Source: an optimization exercise on an open RTL-to-GDS flow (aim: small area, a short achievable clock period and few clock cycles). Production flows keep margins and buffers that such runs may drop. In this exercise RTL edits were held to simulation tests only and were not proved equivalent to the original. Power figures rest on the tool's default switching activity, not on a simulated workload.

## design/flow/config.mk

```make
export PLATFORM = sky130hd
export DESIGN_NAME = sram_march
export DESIGN_NICKNAME = sram_march
export VERILOG_FILES = /design/flow/design.v
export SDC_FILE = /design/flow/constraint.sdc
export NUM_CORES = 4
export LEC_CHECK = 0
export CAP_MARGIN = 20
export CORE_MARGIN = 2
export CORE_UTILIZATION = 40
export PLACE_DENSITY = 0.6
export SLEW_MARGIN = 20
```

## design/flow/constraint.sdc

```tcl
create_clock -name core_clock -period 42.0 [get_ports {clk}]
set_input_delay 8.4000 -clock core_clock [delete_from_list [all_inputs] [get_ports {clk}]]
set_output_delay 8.4000 -clock core_clock [all_outputs]
set_load 0.01 [all_outputs]
```

## design/flow/design.v

```verilog
module sram_march (
    input  wire        clk,
    input  wire        rst,             
    input  wire [16:0] cfg_size,
    input  wire [7:0]  cfg_sections,
    input  wire [6:0]  cfg_overlap,
    input  wire        cfg_intraword,
    input  wire        step_valid,
    output reg         step_ready,
    output reg         sram_req,
    output reg         sram_we,
    output reg  [15:0] sram_addr,
    output reg  [7:0]  sram_wdata,
    input  wire        sram_gnt,
    input  wire        sram_rvalid,
    input  wire [7:0]  sram_rdata,
    output reg         done,
    output reg         done_bad,
    output reg  [7:0]  cursor,
    output reg         sram_fault
);
    localparam [2:0] S_DIV  = 3'd0,    
                     S_MUL  = 3'd1,    
                     S_IDLE = 3'd3,
                     S_SET1 = 3'd4,    
                     S_SET2 = 3'd5,    
                     S_RUN  = 3'd6;
    localparam [2:0] P_SAVE    = 3'd0,
                     P_M1      = 3'd1,
                     P_M2      = 3'd2,
                     P_M3      = 3'd3,
                     P_M4      = 3'd4,
                     P_IW      = 3'd5,
                     P_RESTORE = 3'd6;
    reg  [2:0]  state;
    reg  [2:0]  phase;
    reg  [3:0]  u;           
    reg  [15:0] J;           
    reg  [15:0] base;        
    reg  [16:0] endx;        
    reg  [15:0] B;
    reg  [14:0] O;           
    reg         iw;          
    reg         rnz;         
    reg         lastn;       
    reg         fl;          
    reg         bad;
    reg  [1:0]  occ;         
    reg  [3:0]  tag;         
    function [17:0] radd;
        input [16:0] a;
        input [16:0] b;
        input        ci;
        integer i;
        reg c;
        begin
            c = ci;
            for (i = 0; i < 17; i = i + 1) begin
                radd[i] = a[i] ^ b[i] ^ c;
                c = (a[i] & b[i]) | (c & (a[i] ^ b[i]));
            end
            radd[17] = c;
        end
    endfunction
    function [16:0] rinc;
        input [15:0] a;
        input        dn;
        integer i;
        reg c;
        begin
            c = 1'b1;
            for (i = 0; i < 16; i = i + 1) begin
                rinc[i] = a[i] ^ c;
                c = c & (a[i] ^ dn);
            end
            rinc[16] = c;
        end
    endfunction
    reg  [7:0]  expv;
    always @* begin
        case (tag[2:0])
            3'd0: expv = 8'h00;
            3'd1: expv = 8'hFF;
            3'd2: expv = 8'h55;
            3'd3: expv = 8'hAA;
            3'd4: expv = 8'h33;
            3'd5: expv = 8'hCC;
            3'd6: expv = 8'hF0;
            default: expv = 8'h0F;
        endcase
    end
    wire        bad_nx = bad | (sram_rvalid & tag[3] & (sram_rdata != expv));
    wire [16:0] a_id    = rinc(sram_addr, phase == P_M3);   
    wire        at_end  = (a_id == endx);
    wire        at_base = (sram_addr == base);
    wire        sec0    = (cursor == 8'd0);
    reg  [2:0]  n_phase;
    reg  [3:0]  n_u;
    reg  [1:0]  n_asel;      
    reg         n_azero;     
    reg         n_jswap;     
    reg         n_we;
    reg         n_copy;      
    reg  [7:0]  n_wd;
    reg  [3:0]  n_tag;
    reg         n_fin;       
    function [7:0] pat;
        input [2:0] v;
        case (v)
            3'd0: pat = 8'h55;
            3'd1: pat = 8'hAA;
            3'd2: pat = 8'h33;
            3'd3: pat = 8'hCC;
            3'd4: pat = 8'hF0;
            default: pat = 8'h0F;
        endcase
    endfunction
    always @* begin
        n_phase = phase;
        n_u     = 4'd0;
        n_asel  = 2'd0;
        n_azero = 1'b0;
        n_jswap = 1'b0;
        n_we    = 1'b0;
        n_copy  = 1'b0;
        n_wd    = 8'h00;
        n_tag   = 4'b1000;
        n_fin   = 1'b0;
        case (phase)
            P_SAVE: begin
                if (!u[0]) begin
                    n_u = 4'd1; n_asel = 2'd3; n_jswap = 1'b1;
                    n_we = 1'b1; n_copy = 1'b1;
                end else if (!fl) begin
                    n_asel = 2'd3; n_jswap = 1'b1; n_tag = 4'b0000;
                end else begin
                    n_phase = P_M1; n_asel = 2'd2; n_we = 1'b1;
                end
            end
            P_M1: begin
                if (!at_end) begin
                    n_asel = 2'd1; n_we = 1'b1;
                end else begin
                    n_phase = P_M2; n_asel = 2'd2;
                end
            end
            P_M2: begin
                if (!u[0]) begin
                    n_u = 4'd1; n_we = 1'b1; n_wd = 8'hFF;
                end else if (!at_end) begin
                    n_asel = 2'd1;
                end else begin
                    n_phase = P_M3; n_tag = 4'b1001;
                end
            end
            P_M3: begin
                if (!u[0]) begin
                    n_u = 4'd1; n_we = 1'b1;
                end else if (!at_base) begin
                    n_asel = 2'd1; n_tag = 4'b1001;
                end else begin
                    n_phase = P_M4;
                end
            end
            P_M4: begin
                if (!at_end) begin
                    n_asel = 2'd1;
                end else if (iw) begin
                    n_phase = P_IW; n_asel = 2'd2; n_we = 1'b1; n_wd = 8'h55;
                end else if (!sec0) begin
                    n_phase = P_RESTORE; n_azero = 1'b1; n_tag = 4'b0000;
                end else begin
                    n_fin = 1'b1;
                end
            end
            P_IW: begin
                if (!u[0]) begin
                    n_u = {u[3:1], 1'b1}; n_tag = {1'b1, 3'd2 + u[3:1]};
                end else if (u != 4'd11) begin
                    n_u = {u[3:1] + 3'd1, 1'b0}; n_we = 1'b1; n_wd = pat(u[3:1] + 3'd1);
                end else if (!at_end) begin
                    n_asel = 2'd1; n_we = 1'b1; n_wd = 8'h55;
                end else if (!sec0) begin
                    n_phase = P_RESTORE; n_azero = 1'b1; n_tag = 4'b0000;
                end else begin
                    n_fin = 1'b1;
                end
            end
            default: begin  
                if (!u[0]) begin
                    n_u = 4'd1; n_asel = 2'd3; n_jswap = 1'b1;
                    n_we = 1'b1; n_copy = 1'b1;
                end else if (!at_end) begin
                    n_asel = 2'd3; n_jswap = 1'b1; n_tag = 4'b0000;
                end else begin
                    n_fin = 1'b1;
                end
            end
        endcase
    end
    wire same = (n_tag == tag);
    reg  can0, can1;
    always @* begin
        if (n_fin || (n_we && n_copy)) begin
            can0 = (occ == 2'd0);
            can1 = (occ == 2'd1);
        end else if (n_we) begin
            can0 = 1'b1;
            can1 = 1'b1;
        end else begin
            can0 = (occ == 2'd0) || ((occ == 2'd1) && same);
            can1 = (occ == 2'd1) || ((occ == 2'd2) && same);
        end
    end
    wire run  = (state == S_RUN);
    wire load = run & (~sram_req | sram_gnt) & (sram_rvalid ? can1 : can0);
    wire lrd  = load & ~n_fin & ~n_we;
    wire        ge100 = (endx[16:7] != 10'd0) | (endx[6:0] >= 7'd100);
    wire [16:0] p_dec = rinc({9'd0, O[6:0]}, 1'b1);
    reg  [16:0] g_y;
    reg         g_c;
    always @* begin
        case (state)
            S_DIV:   begin g_y = ~{9'd0, J[7:0]}; g_c = 1'b1; end    
            S_MUL:   begin g_y = ge100 ? ~17'd100 : {1'b0, B}; g_c = ge100; end
            S_SET1:  begin g_y = ~{2'd0, O};      g_c = 1'b1; end    
            default: begin g_y = {1'b0, B};       g_c = 1'b0; end    
        endcase
    end
    wire [17:0] g_s  = radd(endx, g_y, g_c);
    wire        g_ge = g_s[17];                  
    wire [16:0] cur_inc = rinc({8'd0, cursor}, 1'b0);
    wire        is_nm1  = (cur_inc[7:0] == cfg_sections);    
    wire        wrap    = (is_nm1 & ~rnz) | lastn;
    always @(posedge clk) begin
        if (rst) begin
            state      <= S_DIV;
            cursor     <= 8'd0;
            lastn      <= 1'b0;
            done       <= 1'b0;
            sram_fault <= 1'b0;
            sram_req   <= 1'b0;
            step_ready <= 1'b1;
            occ        <= 2'd0;
            endx       <= cfg_size;
            J          <= {8'd0, cfg_sections};
            O          <= {8'd0, cfg_overlap};
            iw         <= cfg_intraword;
            sram_addr  <= 16'd0;
            phase      <= P_SAVE;
        end else begin
            done <= 1'b0;
            bad  <= bad_nx;
            occ  <= occ + {1'b0, lrd} - {1'b0, sram_rvalid};
            if (step_ready && step_valid)
                step_ready <= 1'b0;
            if (sram_rvalid && !tag[3])
                sram_wdata <= sram_rdata;
            case (state)
                S_DIV: begin
                    if (g_ge) begin
                        endx      <= g_s[16:0];
                        sram_addr <= a_id[15:0];
                    end else begin
                        B         <= sram_addr;
                        rnz       <= (endx[7:0] != 8'd0);
                        endx      <= 17'd0;
                        sram_addr <= 16'd0;
                        state     <= S_MUL;
                    end
                end
                S_MUL: begin
                    if (ge100) begin
                        endx      <= g_s[16:0];
                        sram_addr <= a_id[15:0];
                    end else if (O[6:0] != 7'd0) begin
                        endx      <= g_s[16:0];
                        O[6:0]    <= p_dec[6:0];
                    end else begin
                        O         <= sram_addr[14:0];
                        state     <= S_IDLE;
                    end
                end
                S_IDLE: begin
                    if (!step_ready || step_valid)
                        state <= S_SET1;
                end
                S_SET1: begin
                    if (sec0) begin
                        base <= 16'd0;
                        endx <= {2'd0, O};
                    end else if (cursor == 8'd1) begin
                        base <= endx[15:0];
                        endx <= g_s[16:0];
                    end else begin
                        base <= g_s[15:0];
                    end
                    state <= S_SET2;
                end
                S_SET2: begin
                    if (lastn) endx <= cfg_size;
                    else       endx <= g_s[16:0];
                    sram_addr <= base;
                    J         <= 16'd0;
                    sram_req  <= 1'b1;
                    bad       <= 1'b0;
                    u         <= 4'd0;
                    fl        <= 1'b0;
                    if (sec0) begin
                        phase      <= P_M1;
                        sram_we    <= 1'b1;
                        sram_wdata <= 8'h00;
                    end else begin
                        phase      <= P_SAVE;
                        sram_we    <= 1'b0;
                        tag        <= 4'b0000;
                        occ        <= 2'd1;
                    end
                    state <= S_RUN;
                end
                default: begin  
                    if (phase == P_SAVE && !u[0])
                        fl <= at_end;
                    if (~sram_req | sram_gnt)
                        sram_req <= 1'b0;
                    if (load) begin
                        if (n_fin) begin
                            done       <= 1'b1;
                            done_bad   <= bad_nx;
                            if (bad_nx) sram_fault <= 1'b1;
                            cursor     <= wrap ? 8'd0 : cur_inc[7:0];
                            lastn      <= is_nm1 & rnz;
                            step_ready <= 1'b1;
                            state      <= S_IDLE;
                        end else begin
                            sram_req <= 1'b1;
                            sram_we  <= n_we;
                            phase    <= n_phase;
                            u        <= n_u;
                            if (n_we && !n_copy)
                                sram_wdata <= n_wd;
                            if (!n_we)
                                tag <= n_tag;
                            if (n_azero)
                                sram_addr <= 16'd0;
                            else case (n_asel)
                                2'd0: sram_addr <= sram_addr;
                                2'd1: sram_addr <= a_id[15:0];
                                2'd2: sram_addr <= base;
                                default: sram_addr <= J;
                            endcase
                            if (n_azero)      J <= base;
                            else if (n_jswap) J <= a_id[15:0];
                        end
                    end
                end
            endcase
        end
    end
endmodule
```

## design/flow/flow/run.sh

```bash
#!/bin/bash
# Standard layout, with faster port buffers and timing repair aimed at a
# tighter setup margin. Each tool's output goes to a log of its own here.
set -euo pipefail
export BUFFER_PORTS_ARGS="-buffer_cell sky130_fd_sc_hd__buf_2"
export SETUP_SLACK_MARGIN=33
bash standard.sh > standard.log 2>&1
```

## design/flow/standard.sh

```bash
#!/bin/bash
# synth_recipe.tcl (not shown) runs the flow's synth.tcl, then flattens the netlist and writes it again
# the make line also repeats each setting of config.mk as NAME=value (left out here)
make -C /OpenROAD-flow-scripts/flow DESIGN_CONFIG=/design/flow/config.mk WORK_HOME=/design/flow/orfs CLKGATE_MAP_FILE= SYNTH_SCRIPT=/design/flow/synth_recipe.tcl "${@:-finish}"
```

==> metrics.md, run 1 <==
| Metric | Value |
|---|---|
| Outcome | `timing/DRC/antenna clean` |
| Leakage power | `5.04 nW` |
| Die W | `around 160 um` |
| Max-Cap Viols | `0` |
| Clock Power Share | `0.290` |
| Hold WC Path Type | `register to register` |
| Worst Hold Depth | `2` |
| Required time of the critical path | `42310 ps` |
| Final setup TNS | `0 ps` |
| Placed cell count | `1507` |
| Vias in the first global route | `a little under 10000` |
| GPL Wtd Cong | `0.897` |
| Vias per cell | `roughly 6.1` |
| Most frequent cells in the layout | `113 x nand2_1, 86 x edfxtp_1, 86 x nor2_1, 86 x a21oi_1, 78 x buf_4` |
| Min cycle time layout | `10060 ps` |
| Highest-delay cell along the critical path | `o211ai_1` |
| DRC viols | `0` |
| # clock sinks | `between 100 and 150` |
| FF-to-FF End | `sram_addr[3]` |
| Antenna-violating nets left | `0` |
| Max Clock Skew | `8.99 ps` |
| CP Data Arrival Time | `a little over 10000 ps` |
| DR iter-0 viols | `1188` |
| First drt pass iteration count | `6` |
| Maximum number of pins on one net before global-route repair | `50` |
| Layout cell share with drive strength beyond 1 | `0.281` |
| Worst setup EP type | `register` |
| Area leader, netlist | `edfxtp_1` |
| Gr usage total | `0.277` |
| CP Class | `primary input to register` |
| IO Port Bufs | `a little over 80` |
| Final Slew Violations | `0` |
| TritonCTS Buffers | `17` |
| Total gr overflow | `0` |
| Fillers | `2334` |
| Synth Flop Type | `edfxtp_1` |
| CP max FO | `8` |
| First-pass GRT wire length | `56.3 mm` |
| Fin crit share | `0.240` |
| EDFF count, synth | `86` |
| Psw | `approximately 0.19 mW` |
| Final Hold Fails | `0` |
| Worst skew pair latency | `about 440 ps` |
| H-tree depth | `4` |
| Setup Viol. Count Final | `0` |
| DP HPWL | `roughly 23 mm` |
| Synth Cell Area | `10200 um2` |
| Via count | `10000` |
| Clock tree from TritonCTS | `built` |
| Initial Utilization | `0.406` |
| Fmax | `~99 MHz` |
| Post-route insts no fill | `1631` |
| Root buf cell | `clkbuf_16` |
| Worst VDD drop | `roughly 0.036 mV` |
| Cell Pwr Density | `about 41 nW/um2` |
| Reg clk slew, reported paths | `70 ps` |
| Drt total wl | `37.0 mm` |
| Area added between synthesis and finish | `29.5%` |
| Synth cell types | `between 80 and 90` |
| Sw frac | `0.353` |
| Flip-flop and latch count after synthesis | `139` |
| Synth Instances | `1167` |
| Initial antenna violation count | `0` |
| Rel. slew slack | `0.252` |
| FFs w/ async S/R, synth | `0` |
| Post-Synthesis Net Count | `1256` |
| Share of the synthesized area in the top cell type | `0.253` |
| CP max stage delay | `260 ps` |
| Register area share after synthesis | `0.357` |
| Avg Inst Size Synth | `slightly below 9 um2` |
| RSZ-0062 raised after global routing | `yes` |
| Clock Tree Buf Depth | `2` |
| WL/cell | `roughly 23 um` |
| Top-level I/O count | `84` |
| Sequential power share | `0.340` |
| Comb pwr share | `0.371` |
| # diodes | `0` |
| Die area | `between 20000 and 30000 um2` |
| R2r startpoint | `endx[4]` |
| Worst setup SP type | `primary input` |
| Hold EP | `J[9]` |
| Net count, final | `1377` |
| Yosys Warn Count | `1` |
| Core region area | `roughly 25000 um2` |
| Worst-path cell chain | `buf_6 -> o211ai_1 -> nor2b_2 -> a22o_1 -> a21oi_2 -> o221ai_4 -> buf_4 -> nor3_4 -> buf_4 -> buf_6 -> buf_12 -> or3_1 -> a21oi_1` |
| Worst Tran Pin Value | `1120 ps` |
| Worst Hold Margin | `486 ps` |
| Int Pwr | `0.351 mW` |
| Top post-synthesis cells by area | `edfxtp_1 25%, dfxtp_1 10%, mux2i_1 4.7%` |
| Critical path startpoint | `sram_gnt` |
| Cell Rows | `58` |
| Cells on worst reg2reg path | `30` |
| Die Height | `164 um` |
| Commonest non-fill, non-tap cell in the layout | `nand2_1` |
| Hold_sp | `J[9]` |
| R2R Setup Slk | `33040 ps` |
[worst max-delay path, delay by kind of cell]
| family | cells | cell delay (ps) |
|---|---|---|
| buffers and inverters | 5 | 680 |
| AO/OA/AOI/OAI | 5 | 860 |
| AND/OR/NAND/NOR | 3 | 440 |
[how the worst max path moves through the flow]
stage,slack (ps),endpoint
6_report,31940,sram_addr[1]
5_1_grt,31840,occ[1]
4_1_cts,32000,occ[1]
3_5_place_dp,31250,endx[11]
3_3_place_gp,31290,J[0]
2_1_floorplan,31760,occ[1]
[cell type report]
class | instances | area (um2) | area share
clock inverter | 14 | 163 | 0.0123
tap | 330 | 413 | 0.0313
inverter | 38 | 148 | 0.0112
clock buffer | 18 | 429 | 0.0325
multi-input combinational | 901 | 6600 | 0.499
timing repair buffer | 190 | 1740 | 0.132
sequential | 139 | 3710 | 0.281
timing repair inverter | 1 | 7.51 | 0.000569
[repair_timing]
item,4_1_cts,5_1_grt
hold endpoints to repair,0,0
setup buffers,68,14
pin swaps,67,38
hold buffers,0,0
cloned,10,0
gates resized for setup,153,37
setup endpoints to repair,211,152
[per-layer routing]
layer | part of all wire | GRT usage | wire, um
met1 | 0.41 | 0.364 | 15300
met2 | 0.47 | 0.453 | 17400
met3 | 0.084 | 0.0559 | 3120
met4 | 0.030 | 0.100 | 1120
met5 | 0 | 0 | 0
[per-stage QoR]
step / setup WS [ps] / power, mW / utilization / cell area (um2)
6_report: 31940 / 0.542 / 0.526 / 13200
4_1_cts: 32000 / 0.523 / 0.517 / 13000
3_3_place_gp: 31290 / 0.337 / 0.437 / 11000
3_5_place_dp: 31250 / 0.340 / 0.437 / 11000
2_1_floorplan: 31760 / 0.295 / - / 10600
5_1_grt: 31840 / 0.566 / 0.526 / 13200
[cell usage after synthesis, drive strengths merged, types with 12 or more instances]
| cell type | instances |
|---|---|
| a21oi | 89 |
| a222oi | 18 |
| a22oi | 35 |
| and2 | 12 |
| and3 | 12 |
| buf | 24 |
| clkbuf | 66 |
| dfxtp | 53 |
| edfxtp | 86 |
| fa | 17 |
| ha | 26 |
| inv | 37 |
| mux2i | 48 |
| nand2 | 119 |
| nand3 | 51 |
| nand4 | 16 |
| nor2 | 89 |
| nor2b | 13 |
| nor3 | 26 |
| nor4 | 18 |
| o21ai | 94 |
| or3 | 24 |
| xnor2 | 51 |
| xor2 | 12 |
[sequential cells by signal, summed over array words and instances (netlist names), 2 cells and up]
register	cells
state	3
occ	2
J	16
O	15
u	4
sram_wdata	8
tag	4
base	16
sram_addr	16
cursor	8
B	16
endx	17
phase	3
[kinds of logic after synthesis]
logic type,Yosys count,synth area share
AO/OA/AOI/OAI,323,0.206
XOR/XNOR,68,0.0654
AND/OR/NAND/NOR,414,0.204
flip-flops,139,0.357
buffers and inverters,128,0.0509
adder cells (fa/ha/maj),43,0.0653
multiplexers,52,0.0519
[power groups by stage]
stage / Clock (mW) / Sequential [mW] / Combinational, mW
finish: 0.157 / 0.184 / 0.201
global route: 0.164 / 0.186 / 0.217
CTS: 0.158 / 0.183 / 0.182
detailed placement: 0 / 0.190 / 0.149
global placement: 0 / 0.190 / 0.146
floorplan: 0 / 0.181 / 0.115
Testbench counts, summed over its fixed seeds: cycles 374,742.
==> run 2: changes to the inputs <==
==> design/flow/flow/run.sh (replaced) <==
#!/bin/bash
# Standard layout, with faster port buffers. Each tool's output goes to a log
# of its own here.
set -euo pipefail
export BUFFER_PORTS_ARGS="-buffer_cell sky130_fd_sc_hd__buf_2"
bash standard.sh > standard.log 2>&1
==> metrics.md, run 2 <==
| Metric | Value |
|---|---|
| Worst setup EP type | `register` |
| Clock tree from TritonCTS | `built` |
| Synth Flop Type | `edfxtp_1` |
| Outcome | `timing/DRC/antenna clean` |
| Die W | `164 um` |
| Via count | `9451` |
| First drt pass iteration count | `7` |
| Net count, final | `1289` |
| Avg Inst Size Synth | `just under 9 um2` |
| EDFF count, synth | `86` |
| DP Area | `10800 um2` |
| Antenna-violating nets left | `0` |
| Rel. slew slack | `0.279` |
| First-pass GRT wire length | `52.2 mm` |
| Highest-delay cell along the critical path | `nor3_2` |
| Core Util, Final | `0.456` |
| Flip-flop and latch count after synthesis | `139` |
| FFs w/ async S/R, synth | `0` |
| Drt total wl | `33.3 mm` |
| Min cycle time layout | `10910 ps` |
| Sw frac | `0.341` |
| Post-Synthesis Net Count | `1256` |
| Worst setup SP type | `register` |
| Hold WC Path Type | `register to register` |
| TritonCTS Buffers | `17` |
| Synth Instances | `roughly 1200` |
| Post CTS Setup Buffer Count | `0` |
| Synth Cell Area | `just over 10000 um2` |
| Die area | `26800 um2` |
| Fmax | `between 90 and 100 MHz` |
| Comb pwr share | `0.294` |
| Leakage power | `4.35 nW` |
| CP max stage delay | `660 ps` |
| Max-Cap Viols | `0` |
| Total power | `0.493 mW` |
| Psw | `0.168 mW` |
| Initial antenna violation count | `1` |
| DP HPWL | `23.7 mm` |
| Share of the synthesized area in the top cell type | `0.253` |
| Fin crit share | `0.260` |
| Worst path bufs/invs | `2` |
| Clock Tree Buf Depth | `2` |
| Setup Viol. Count Final | `0` |
| CP max FO | `10` |
| Final Slew Violations | `0` |
| Yosys Warn Count | `1` |
| Worst setup margin | `31100 ps` |
| Finished Cell Area | `11500 um2` |
| Final Hold Fails | `0` |
| Worst Hold Margin | `466 ps` |
| Commonest non-fill, non-tap cell in the layout | `nand2_1` |
| Layout cell share with drive strength beyond 1 | `0.137` |
| CP Data Arrival Time | `11040 ps` |
| Area leader, netlist | `edfxtp_1` |
| Top-level I/O count | `84` |
| Placed cell count | `roughly 1500` |
| Post-Place Setup Slack | `~31000 ps` |
| Commonest cells post-synth | `119 x nand2_1, 88 x a21oi_1, 88 x nor2_1, 86 x edfxtp_1, 78 x o21ai_0` |
| Final setup TNS | `0 ps` |
| Largest delay share family, worst path | `adder cells` |
| Post-CTS sizing | `0` |
| GPL Wtd Cong | `~0.9` |
| # clock sinks | `139` |
| Worst skew pair latency | `440 ps` |
| Top post-synthesis cells by area | `edfxtp_1 25%, dfxtp_1 10%, mux2i_1 4.7%` |
| H-tree depth | `4` |
| Cell Pwr Density | `43.0 nW/um2` |
| Die Height | `164 um` |
| CP Class | `register to register` |
| # diodes | `0` |
| Max Clock Skew | `~13 ps` |
| Register area share after synthesis | `0.357` |
| Post-CTS Hold Buffers | `0` |
| Biggest register | `endx` |
| Total gr overflow | `0` |
| Vias in the first global route | `9049` |
| Root buf cell | `clkbuf_16` |
| Synth cell types | `81` |
| DRC viols | `0` |
| Maximum number of pins on one net before global-route repair | `54` |
| Required time of the critical path | `42130 ps` |
| Most frequent cells in the layout | `119 x nand2_1, 88 x a21oi_1, 87 x nor2_1` |
| Int Pwr | `0.325 mW` |
| Post-route insts no fill | `1543` |
| Worst VDD drop | `0.0279 mV` |
| Vias per cell | `around 6.1` |
| RSZ-0062 raised after global routing | `no` |
| Gr usage total | `0.254` |
| Worst Tran Pin Value | `roughly 1100 ps` |
| Area added between synthesis and finish | `12.3%` |
| Most used cell, CP | `fa_1` |
| Core region area | `25100 um2` |
| Sequential power share | `0.380` |
| Cell Rows | `58` |
| DR iter-0 viols | `approximately 1200` |
| Clock Power Share | `0.326` |
| Initial Utilization | `0.406` |
| IO Port Bufs | `83` |
| WL/cell | `21.6 um` |
| Reg clk slew, reported paths | `60 ps` |
| Most common cell in the synthesized netlist | `nand2_1` |
| Max reg flops | `17` |
## run 2: cell types whose count changed in the layout (fill, tap and decap cells not counted), sizes merged, moves of 2 or more
| cell | before | now |
|---|---|---|
| buf | 187 | 104 |
| bufbuf | 3 | 0 |
| clkinvlp | 5 | 2 |
| clkinv | 5 | 7 |
| inv | 41 | 39 |
## run 2: final cells by class
class                      instances  area (um2)
timing repair buffer             104         581
inverter                          38         143
clock inverter                    13         168
multi-input combinational        900        6060
fill                            2532       13700
tap                              330         413
clock buffer                      19         443
sequential                       139        3640
## run 2: worst reg2reg max path, stage by stage (launching register included)
cell      delay, ps
edfxtp_1        500
nor4_1          500
nand4_1         350
nand3_1         420
nand2_1         350
fa_1            530
fa_1            430
fa_1            420
fa_1            430
fa_1            430
fa_1            430
fa_1            430
fa_1            460
fa_1            430
fa_1            440
fa_1            430
fa_1            450
fa_1            440
fa_1            430
fa_1            430
fa_1            430
inv_1            90
fa_1            270
nand2b_1        120
nor3_2          660
buf_4           320
## run 2: worst paths after layout
path | slack [ps] | startpoint | endpoint | cells after the start
hold reg to reg | 470 | sram_fault | sram_fault | 2
setup / recovery | 31100 | endx[9] | B[8] | 25
hold / removal | 470 | sram_fault | sram_fault | 2
setup reg to reg | 31100 | endx[9] | B[8] | 25
## run 2: per-layer routing
| metal | GRT usage | vias to the layer above | share of wire | wire length, um |
|---|---|---|---|---|
| li1 | - | 4387 | - | - |
| met1 | 0.346 | 4540 | 0.43 | 14400 |
| met2 | 0.407 | 464 | 0.46 | 15500 |
| met3 | 0.0470 | 58 | 0.084 | 2800 |
| met4 | 0.0805 | 2 | 0.018 | 591 |
| met5 | 0 | - | 0.00039 | 13 |
## run 2: logic make-up after synthesis
family                     Yosys count  share of synthesized area
xor gates and xnor gates            68                     0.0654
adders and majority gates           43                     0.0653
and+or+nand+nor                    414                      0.204
muxes                               52                     0.0519
DFF                                139                      0.357
AOI/OAI and AO/OA                  323                      0.206
buffers and inverters              128                     0.0509
## run 2: power groups by stage
stage          clock, mW  sequential [mW]  combinational (mW)
2_1_floorplan          0            0.180               0.107
3_3_place_gp           0            0.189               0.142
3_5_place_dp           0            0.190               0.142
4_1_cts            0.161            0.187               0.143
5_1_grt            0.166            0.190               0.161
6_report           0.160            0.187               0.145
==> run 3: changes to the inputs <==
==> design/flow/run.sh (new file) <==
#!/bin/bash
# synth_recipe.tcl (not shown) runs the flow's synth.tcl, then flattens the netlist and writes it again
# the make line also repeats each setting of config.mk as NAME=value (left out here)
make -C /OpenROAD-flow-scripts/flow DESIGN_CONFIG=/design/flow/config.mk WORK_HOME=/design/flow/orfs CLKGATE_MAP_FILE= SYNTH_SCRIPT=/design/flow/synth_recipe.tcl finish
removed: design/flow/flow/run.sh
removed: design/flow/standard.sh
==> metrics.md, run 3 <==
| Metric | Value |
|---|---|
| Clock Tree Buf Depth | `2` |
| Vias in the first global route | `roughly 9000` |
| Register area share after synthesis | `0.357` |
| DRC viols | `0` |
| Total gr overflow | `0` |
| Simple-gate share of the synthesized area | `0.204` |
| Area of the multi-input gates | `approximately 6100 um2` |
| Die area | `roughly 27000 um2` |
| EDFF count, synth | `86` |
| Highest-delay cell along the critical path | `nor4_1` |
| Post CTS Setup Buffer Count | `0` |
| Core region area | `25100 um2` |
| Final Slew Violations | `0` |
| Gr usage total | `0.247` |
| Antenna-violating nets left | `0` |
| CP Data Arrival Time | `11330 ps` |
| Biggest register | `endx` |
| DP HPWL | `23.3 mm` |
| Clock tree from TritonCTS | `built` |
| # clock sinks | `139` |
| Final Hold Fails | `0` |
| Max reg flops | `17` |
| TritonCTS Buffers | `17` |
| WL/cell | `21.1 um` |
| Max-Cap Viols | `0` |
| Fin crit share | `0.266` |
| CP max stage delay | `~580 ps` |
| Core Util, Final | `0.473` |
| Fmax | `89.5 MHz` |
| Largest family of logic cells by synthesized area | `compound AO/OA/AOI/OAI gates` |
| Via count | `9316` |
| Outcome | `timing/DRC/antenna clean` |
| Post-Synth Adder-Cell Area | `0.0653` |
| Cell Pwr Density | `41.6 nW/um2` |
| FF-to-FF End | `endx[2]` |
| Final setup TNS | `0 ps` |
| Synth Flop Type | `edfxtp_1` |
| Net count, final | `1290` |
| Reg clk slew, reported paths | `~60 ps` |
| Layout cell share with drive strength beyond 1 | `0.0675` |
| Synth Cell Area | `10200 um2` |
| Most common cell in the synthesized netlist | `nand2_1` |
| Area leader, netlist | `edfxtp_1` |
| Post-CTS Hold Buffers | `0` |
| Proportion of synthesized area in mux cells | `0.0519` |
| Yosys Warn Count | `1` |
| Setup Viol. Count Final | `0` |
| First-pass GRT wire length | `~50 mm` |
| Synth Area in Compound Gates | `0.206` |
| IO Port Bufs | `83` |
| Area added between synthesis and finish | `16.5%` |
| Hold WC Path Type | `register to register` |
| Die W | `164 um` |
| Drt total wl | `32.6 mm` |
| CP Class | `register to register` |
| Rel. slew slack | `0.241` |
| Root buf cell | `clkbuf_16` |
| Die Height | `roughly 160 um` |
| FFs w/ async S/R, synth | `0` |
| Initial antenna violation count | `0` |
| Required time of the critical path | `42160 ps` |
| Sequential Area | `3640 um2` |
| CP max FO | `17` |
| Avg Inst Size Synth | `8.74 um2` |
| Cells on worst reg2reg path | `28` |
| Post-synthesis xor/xnor area fraction | `0.0654` |
| Hold_sp | `sram_fault` |
| Commonest cells post-synth | `119 x nand2_1, 88 x a21oi_1, 88 x nor2_1, 86 x edfxtp_1, 78 x o21ai_0` |
| Post-Synthesis Net Count | `1256` |
| Post-CTS sizing | `0` |
| Worst Hold Depth | `2` |
| Maximum number of pins on one net before global-route repair | `49` |
| Commonest non-fill, non-tap cell in the layout | `nand2_1` |
| Worst setup EP type | `register` |
| Total power | `0.494 mW` |
| Most frequent cells in the layout | `119 x nand2_1, 88 x a21oi_1, 87 x nor2_1` |
| Worst skew pair latency | `430 ps` |
| Most used cell, CP | `fa_1` |
| GPL Wtd Cong | `0.931` |
| Initial Utilization | `0.406` |
| Worst Tran Pin Value | `approximately 1100 ps` |
| Share of the synthesized area in the top cell type | `0.253` |
| # diodes | `0` |
| First drt pass iteration count | `6` |
| Top post-synthesis cells by area | `edfxtp_1 25%, dfxtp_1 10%, mux2i_1 4.7%` |
| Worst setup SP type | `register` |
| DR iter-0 viols | `975` |
| H-tree depth | `4` |
| Flip-flop and latch count after synthesis | `between 100 and 150` |
| Min cycle time layout | `~11000 ps` |
| Synth Instances | `1167` |
| Synth cell types | `81` |
| Cell Rows | `58` |
| Vias per cell | `6.03` |
| Worst VDD drop | `0.0279 mV` |
| Leakage power | `about 4.3 nW` |
| Top-level I/O count | `84` |
| Fillers | `roughly 2500` |
| RSZ-0062 raised after global routing | `no` |
| Hold EP | `sram_fault` |
| R2R Setup Slk | `roughly 31000 ps` |
| R2r startpoint | `endx[13]` |
| Max Clock Skew | `11.6 ps` |
[run 3: final cells by class]
type | instances | share of cell area
Multi-Input combinational cell | 900 | 0.510
Timing Repair Buffer | 105 | 0.0840
Clock buffer | 22 | 0.0445
Tap cell | 330 | 0.0348
Sequential cell | 139 | 0.307
Inverter | 38 | 0.0120
Clock inverter | 10 | 0.00842
[run 3: per-layer routing]
layer,global-route usage,wire (um),vias up
li1,-,-,4404
met1,0.334,14300,4495
met2,0.412,15500,378
met3,0.0366,2410,39
met4,0.0638,465,0
met5,0,0,-
[run 3: stage by stage]
step	hold slack, ps	std cells	instance area [um2]	setup WS (ps)
floorplan	435	1167	10200	31550
detailed placement	448	1511	11200	30630
global placement	448	1511	11200	30660
global route	495	1544	11900	30440
CTS	466	1543	11900	30860
finish	469	1544	11900	30830
[run 3: cell families (layout without fill, tap and decap cells)]
group	after synthesis	after routing
xor gates and xnor gates	68	68
AOI/OAI and AO/OA	323	323
DFF	139	139
adders and majority gates	43	43
buffers and inverters	128	175
and+or+nand+nor	414	414
muxes	52	52
[run 3: critical path: cells and delay by family, from the launching register on]
kind / cells / cell delay [ps]
adders and majority gates: 17 / 7480
and+or+nand+nor: 5 / 2050
AOI/OAI and AO/OA: 4 / 520
DFF: 1 / 500
buffers and inverters: 2 / 370
[run 3: worst max-delay path by stage]
| stage | start | end | slack (ps) | cells past startpoint |
|---|---|---|---|---|
| floorplan | rst | B[0] | 31550 | 3 |
| global placement | sram_rvalid | u[1] | 30660 | 9 |
| detailed placement | sram_rvalid | u[1] | 30630 | 9 |
| CTS | endx[13] | endx[6] | 30860 | 28 |
| global route | endx[13] | endx[4] | 30440 | 28 |
| finish | endx[13] | endx[2] | 30830 | 28 |
[run 3: report_power, final]
| part | internal (mW) | total (mW) | switching, mW |
|---|---|---|---|
| combinational | 0.0692 | 0.146 | 0.0769 |
| clock | 0.0963 | 0.160 | 0.0637 |
| sequential | 0.163 | 0.188 | 0.0244 |
| total | 0.329 | 0.494 | 0.165 |

[port drivers added, routing unchanged]
In the flow no input, the clock included, has a driving cell. The finished layouts below were timed again as built, in two steps. Step 1: set_driving_cell puts a clkbuf_16 on clk and a buf_2 on each other input, an assumption about the parent block. Step 2 adds t to the input delays and takes it off the output delays; t is the mean of the earliest and latest rising clock arrival at the registers after step 1. Input paths then give back, and output paths get back, about the clock's delay inside the block. a / b / c = no drivers / after step 1 / after step 2; a / b = the first two.
run | t (ns) | setup slack, ns | worst hold slack (ns) | worst setup path at the end | slew at the worst register clock pin (ns)
run 1 | 0.480 | 31.939 / 31.953 / 31.473 | 0.486 / 0.486 / 0.486 | input to register | 0.07 / 0.07
run 2 | 0.482 | 31.095 / 31.095 / 31.052 | 0.466 / 0.466 / 0.466 | input to register | 0.07 / 0.07
run 3 | 0.472 | 30.826 / 30.826 / 30.799 | 0.469 / 0.469 / 0.469 | input to register | 0.07 / 0.07
After both steps every run listed still meets setup and hold. For run 1, which loses most, drivers alone change the setup slack by +0.014 ns; drivers and shift together by -0.466 ns.
